Context: an optimization exercise on an open-source flow, tuned for small area, a short achievable clock period and few clock cycles per item. The choices shown serve that exercise and are no tape-out recipe. At most, simulation tests tie the RTL to the original design; equivalence was not proved. Power and IR drop assume default switching activity.

== before ==
==> flow/design.v (excerpt) <==
module babe_dectree (
    input  wire        clk,
    input  wire        rst,
    input  wire        start,
    input  wire        first,
    input  wire [15:0] img_w,
    input  wire [15:0] stripe_y,
    input  wire [15:0] stripe_h,
    output wire        busy,
    output wire        fault,
    input  wire        in_valid,
    input  wire [7:0]  in_data,
    output wire        in_ready,
    output wire        job_valid,
    input  wire        job_ready,
    output wire [15:0] job_x,
    output wire [15:0] job_y,
    output wire [15:0] job_w,
    output wire [15:0] job_h,
    output wire [23:0] job_pal,
    output wire [7:0]  job_idx
);
Size in the first run: about 3900 cells after synthesis, about 510 flip-flops, ~160 I/O pins, about 0.037 sq mm of cells after synthesis.
export LEC_CHECK = 0
export CAP_MARGIN = 20
export CORE_MARGIN = 2
export CORE_UTILIZATION = 40
export PLACE_DENSITY = 0.6
export SETUP_SLACK_MARGIN = 2.0
export SLEW_MARGIN = 20
create_clock -name core_clock -period 6.0 [get_ports {clk}]
run.sh (not shown) runs the stock make flow with config.mk's settings and CLKGATE_MAP_FILE= SYNTH_SCRIPT=/design/flow/synth_recipe.tcl, a recipe that flattens the netlist after the stock synthesis.
Here is what was changed in the inputs of after compared with before.
diff --git a/flow/design.v b/flow/design.v
--- a/flow/design.v
+++ b/flow/design.v
@@ -91,39 +91,16 @@
         input [15:0] v;
         integer j;
         begin
             msb16 = 4'd0;
             for (j = 0; j < 16; j = j + 1)
                 if (v[j]) msb16 = j;
         end
     endfunction
-    function [2:0] cnt4;         
-        input [3:0] m;
-        begin
-            cnt4[0] = ^m;
-            cnt4[2] = &m;
-            cnt4[1] = ((m[0] & m[1]) | (m[2] & m[3]) | ((m[0] ^ m[1]) & (m[2] ^ m[3]))) & ~(&m);
-        end
-    endfunction
-    function [4:0] add53;        
-        input [4:0] g;
-        input [2:0] l;
-        reg [2:0] p, k;
-        reg c1, c2, c3, c4;
-        begin
-            p = g[2:0] ^ l;
-            k = g[2:0] & l;
-            c1 = k[0];
-            c2 = k[1] | (p[1] & k[0]);
-            c3 = k[2] | (p[2] & k[1]) | (p[2] & p[1] & k[0]);
-            c4 = g[3] & c3;
-            add53 = {g[4] ^ c4, g[3] ^ c3, p[2] ^ c2, p[1] ^ c1, p[0]};
-        end
-    endfunction
     function is1;                
         input [15:0] v;
         input        i;
         is1 = i ? (v == 16'd0) : (v == 16'd1);
     endfunction
     function is23;               
         input [15:0] v;
         input        i;
@@ -134,27 +111,20 @@
     wire [15:0] w_hi = inc16(w_lo, w[0]);
     wire [15:0] h_hi = inc16(h_lo, h[0]);
     wire [15:0] fw = nge ? w_lo : w;
     wire [15:0] fh = nge ? h : h_lo;
     wire [15:0] sw = nge ? w_hi : w;
     wire [15:0] sh = nge ? h : h_hi;
     wire [16:0] fa_op = nge ? {1'b0, w} : {w, 1'b1};
     wire [16:0] fb_op = nge ? {h, 1'b0} : {1'b0, h};
+    wire [16:0] sa_op = nge ? {1'b0, w_hi} : {w, 1'b0};
+    wire [16:0] sb_op = {1'b0, h};
     wire f_ge = fa_op >= fb_op;
-    wire [15:0] hlow;            
-    genvar gi;
-    generate
-        for (gi = 0; gi < 16; gi = gi + 1) begin : hl
-            if (gi == 0) assign hlow[gi] = 1'b1;
-            else         assign hlow[gi] = ~(|h[gi-1:0]);
-        end
-    endgenerate
-    wire w_lo_p1_h = &(~((w_lo ^ h) ^ hlow));      
-    wire s_ge_n = nge ? (f_ge || (w[0] && w_lo_p1_h)) : ({w, 1'b0} >= {1'b0, h});
+    wire s_ge_n = sa_op >= sb_op;
     wire f_fun = (is23(fw, 1'b0) && is1(fh, 1'b0)) || (is1(fw, 1'b0) && is23(fh, 1'b0));
     wire s_fun = (is23(sw, 1'b0) && is1(sh, 1'b0)) || (is1(sw, 1'b0) && is23(sh, 1'b0));
     wire s_un  = (w == 16'd2 && h == 16'd1) || (w == 16'd1 && h == 16'd2);
     wire b0  = bb[BW-1];
     wire b1  = bb[BW-2];
     assign in_ready = ir;
     wire load = ir && in_valid;
     wire [BW+7:0] av = {bb, 8'd0} | (load ? ({in_data, {BW{1'b0}}} >> c) : {(BW+8){1'b0}});
@@ -214,22 +184,24 @@
                 q_bb   = q_bb | (4 * k - s_a[k]);
             end
         q_g = 4'd0;
         for (k = 0; k < 8; k = k + 1)
             if (|q_h[4*k +: 4]) q_g = s_dir[4*k +: 4];
         q_n = 4'd0;
         for (i = 0; i < 32; i = i + 1)
             if (q_h[i]) q_n = q_n | ~(4'b1110 << (i & 3));
-        q_loc = cnt4(q_g & q_n);
-        q_lb  = cnt4(~q_g & q_n);
+        q_loc = {2'd0, q_g[0] & q_n[0]} + {2'd0, q_g[1] & q_n[1]} +
+                {2'd0, q_g[2] & q_n[2]} + {2'd0, q_g[3] & q_n[3]};
+        q_lb  = {2'd0, !q_g[0] & q_n[0]} + {2'd0, !q_g[1] & q_n[1]} +
+                {2'd0, !q_g[2] & q_n[2]} + {2'd0, !q_g[3] & q_n[3]};
     end
     wire       q_v = |prest;
-    wire [4:0] q_a = add53(q_base, q_loc);
-    wire [4:0] q_b = add53(q_bb, q_lb);
+    wire [4:0] q_a = q_base + {2'd0, q_loc};
+    wire [4:0] q_b = q_bb + {2'd0, q_lb};
     wire [15:0] xe_t = xe + tvw + {15'd0, tiw};
     wire [15:0] ye_t = ye + tvh + {15'd0, tih};
     wire [15:0] xe_f = xe + ~w_lo + {15'd0, !w[0]};
     wire [15:0] ye_f = ye + ~h_lo + {15'd0, !h[0]};
     wire [15:0] x_n  = xe - w;
     wire [15:0] y_n  = ye - h;
     wire walk_next = (st_fault || (st_leaf && !tv)) ? 1'b0 :
                      (!busy_r && start) ? 1'b1 : walking;
after vs. before: share of total power in the clock network now sits lower; multi-input gate share of the layout cell area now sits lower; share of synthesized cell area in and, or, nand and nor gates now sits higher.
Summary of after over before: sum of routed wire segments on met1 decreased about 0.6%; global-route usage over all layers increased 0.50 points.
Wire length (after vs. before) increases by a few percent
On highest clock frequency the design can meet: between before and after, it ends up higher for after.
A slowest library cell on the worst path of sky130_fd_sc_hd__edfxtp_1 is what before shows, while sky130_fd_sc_hd__or4_4 belongs to after.
Looking at core area, after sits 690 sq um lower than before does.
Between before and after, the number of instances in the synthesized netlist figures differ only marginally.
Sort before and after by area after synthesis, descending, and before comes first.
Between after and before, it is after whose detailed-route via count is higher, by 131.
Function was not checked in any run of this note: the RTL went through the layout flow alone.

========
babe_dectree, a different RTL version from the one above (not shown whole).
Size in the first run: ~3900 cells after synthesis, ~510 flip-flops, about 160 I/O pins, roughly 37000 um2 of cells after synthesis.
Settings: LEC_CHECK=0, CAP_MARGIN=20, CORE_MARGIN=2, CORE_UTILIZATION=40, PLACE_DENSITY=0.6, SETUP_SLACK_MARGIN=2.0, SLEW_MARGIN=20; clock period 6.0 ns.
Testbench counts at the start, summed over its fixed seeds: cycles 11,546, jobs 6,997.
Then changed:
--- a/flow/design.v
+++ b/flow/design.v
@@ -132,24 +132,31 @@
     wire [15:0] w_lo = w >> 1;
     wire [15:0] h_lo = h >> 1;
     wire [15:0] w_hi = inc16(w_lo, w[0]);
     wire [15:0] h_hi = inc16(h_lo, h[0]);
     wire [15:0] fw = nge ? w_lo : w;
     wire [15:0] fh = nge ? h : h_lo;
     wire [15:0] sw = nge ? w_hi : w;
     wire [15:0] sh = nge ? h : h_hi;
     wire [16:0] fa_op = nge ? {1'b0, w} : {w, 1'b1};
     wire [16:0] fb_op = nge ? {h, 1'b0} : {1'b0, h};
-    wire [16:0] sa_op = nge ? {1'b0, w_hi} : {w, 1'b0};
-    wire [16:0] sb_op = {1'b0, h};
     wire f_ge = fa_op >= fb_op;
-    wire s_ge_n = sa_op >= sb_op;
+    wire [15:0] hlow;            
+    genvar gi;
+    generate
+        for (gi = 0; gi < 16; gi = gi + 1) begin : hl
+            if (gi == 0) assign hlow[gi] = 1'b1;
+            else         assign hlow[gi] = ~(|h[gi-1:0]);
+        end
+    endgenerate
+    wire w_lo_p1_h = &(~((w_lo ^ h) ^ hlow));      
+    wire s_ge_n = nge ? (f_ge || (w[0] && w_lo_p1_h)) : ({w, 1'b0} >= {1'b0, h});
     wire f_fun = (is23(fw, 1'b0) && is1(fh, 1'b0)) || (is1(fw, 1'b0) && is23(fh, 1'b0));
     wire s_fun = (is23(sw, 1'b0) && is1(sh, 1'b0)) || (is1(sw, 1'b0) && is23(sh, 1'b0));
     wire s_un  = (w == 16'd2 && h == 16'd1) || (w == 16'd1 && h == 16'd2);
     wire b0  = bb[BW-1];
     wire b1  = bb[BW-2];
     assign in_ready = ir;
     wire load = ir && in_valid;
     wire [BW+7:0] av = {bb, 8'd0} | (load ? ({in_data, {BW{1'b0}}} >> c) : {(BW+8){1'b0}});
     wire job_free = !jv || job_ready;
     wire c0 = (c == 5'd0);
@@ -180,47 +187,59 @@
     wire        w_23 = p2a + 5'd1 == {1'b0, mw};
     wire        h_0  = p2b > {1'b0, mh};
     wire        h_1  = p2b == {1'b0, mh};
     wire        h_23 = p2b + 5'd1 == {1'b0, mh};
     wire        r_w1  = r_iw ? w_0 : w_1;
     wire        r_h1  = r_ih ? h_0 : h_1;
     wire        r_w23 = r_iw ? (w_1 || (w_23 && !r_vw[0])) : w_23;
     wire        r_h23 = r_ih ? (h_1 || (h_23 && !r_vh[0])) : h_23;
     wire        r_un  = r_w1 && r_h1;
     wire        r_fun = (r_w23 && r_h1) || (r_w1 && r_h23);
+    wire [7:0]  g_any;
+    wire [1:0]  g_j  [0:7];
+    wire [2:0]  g_la [0:7];
+    wire [2:0]  g_lb [0:7];
+    genvar gk;
+    generate
+        for (gk = 0; gk < 8; gk = gk + 1) begin : grp
+            wire [3:0] pr = prest[4*gk +: 4];
+            wire [3:0] dr = s_dir[4*gk +: 4];
+            wire [3:0] m  = {pr[3], |pr[3:2], |pr[3:1], 1'b1};
+            assign g_any[gk] = |pr;
+            assign g_j[gk]   = pr[3] ? 2'd3 : pr[2] ? 2'd2 : pr[1] ? 2'd1 : 2'd0;
+            assign g_la[gk]  = cnt4(dr & m);
+            assign g_lb[gk]  = cnt4(~dr & m);
+        end
+    endgenerate
     reg [31:0] q_h;
     reg [4:0]  q_d;
     reg [4:0]  q_base, q_bb;
     reg [2:0]  q_loc, q_lb;
-    reg [3:0]  q_g, q_n;
     integer i, k;
     always @(*) begin
-        for (i = 0; i < 32; i = i + 1)
-            q_h[i] = prest[i] && !(|(prest >> (i + 1)));
+        q_h = 32'd0;
         q_d = 5'd0;
-        for (i = 0; i < 32; i = i + 1)
-            if (q_h[i]) q_d = q_d | i;
         q_base = 5'd0;
         q_bb = 5'd0;
-        for (k = 1; k < 8; k = k + 1)
-            if (|q_h[4*k +: 4]) begin
-                q_base = q_base | s_a[k];
-                q_bb   = q_bb | (4 * k - s_a[k]);
-            end
-        q_g = 4'd0;
+        q_loc = 3'd0;
+        q_lb = 3'd0;
         for (k = 0; k < 8; k = k + 1)
-            if (|q_h[4*k +: 4]) q_g = s_dir[4*k +: 4];
-        q_n = 4'd0;
-        for (i = 0; i < 32; i = i + 1)
-            if (q_h[i]) q_n = q_n | ~(4'b1110 << (i & 3));
-        q_loc = cnt4(q_g & q_n);
-        q_lb  = cnt4(~q_g & q_n);
+            if (g_any[k] && !(|(g_any >> (k + 1)))) begin
+                q_h[4*k + g_j[k]] = 1'b1;
+                q_d = q_d | (4 * k + g_j[k]);
+                if (k != 0) begin
+                    q_base = q_base | s_a[k == 0 ? 1 : k];
+                    q_bb   = q_bb | (4 * k - s_a[k == 0 ? 1 : k]);
+                end
+                q_loc = q_loc | g_la[k];
+                q_lb  = q_lb | g_lb[k];
+            end
     end
     wire       q_v = |prest;
     wire [4:0] q_a = add53(q_base, q_loc);
     wire [4:0] q_b = add53(q_bb, q_lb);
     wire [15:0] xe_t = xe + tvw + {15'd0, tiw};
     wire [15:0] ye_t = ye + tvh + {15'd0, tih};
     wire [15:0] xe_f = xe + ~w_lo + {15'd0, !w[0]};
     wire [15:0] ye_f = ye + ~h_lo + {15'd0, !h[0]};
     wire [15:0] x_n  = xe - w;
     wire [15:0] y_n  = ye - h;
Outcome:
- routed wire length grows by 9.5%
- register-to-register slack gains 0.13 ns
- global-route usage grows by 1.0 points
- clock power grows by 10%
- combinational power grows by about 4%
- non-clock buffer count shrinks by 3
- via count grows by 6.8%
- clock-buffer cell count grows by 3
- synthesized area grows by 3.5%
Function not checked in the second run of this note: the RTL went through the layout flow alone.

## port drivers added, routing unchanged
In the flow no input, the clock included, has a driving cell. The finished layouts below were timed again as built, in two steps.
Step 1, drivers: a clkbuf_16 drives clk and a buf_2 each remaining input, both assumed.
Step 2, shift: input delay + t, output delay - t, t = (earliest + latest rising clock arrival at the registers) / 2. This alone moves slack from input paths to output paths.
Slacks: ideal / step 1 / step 2; pairs: ideal / step 1.
| run | t (ns) | slack for setup (ns) | slew at the worst register clock pin (ns) | cell pins on the clock port's net |
|---|---|---|---|---|
| before | 0.715 | 1.723 / 1.723 / 1.499 | 0.07 / 0.07 | 1 |
| after | 0.724 | 1.806 / 1.806 / 1.392 | 0.07 / 0.07 | 1 |
| the first run of note 2 | 0.727 | 1.890 / 1.890 / 1.470 | 0.07 / 0.07 | 1 |
| the second run of note 2 | 0.735 | 2.018 / 2.018 / 1.456 | 0.07 / 0.07 | 1 |
After both steps every run listed still meets setup and hold. The setup slack of the second run of note 2, which loses most, moves by 0.000 ns with the drivers and by -0.562 ns with both steps.
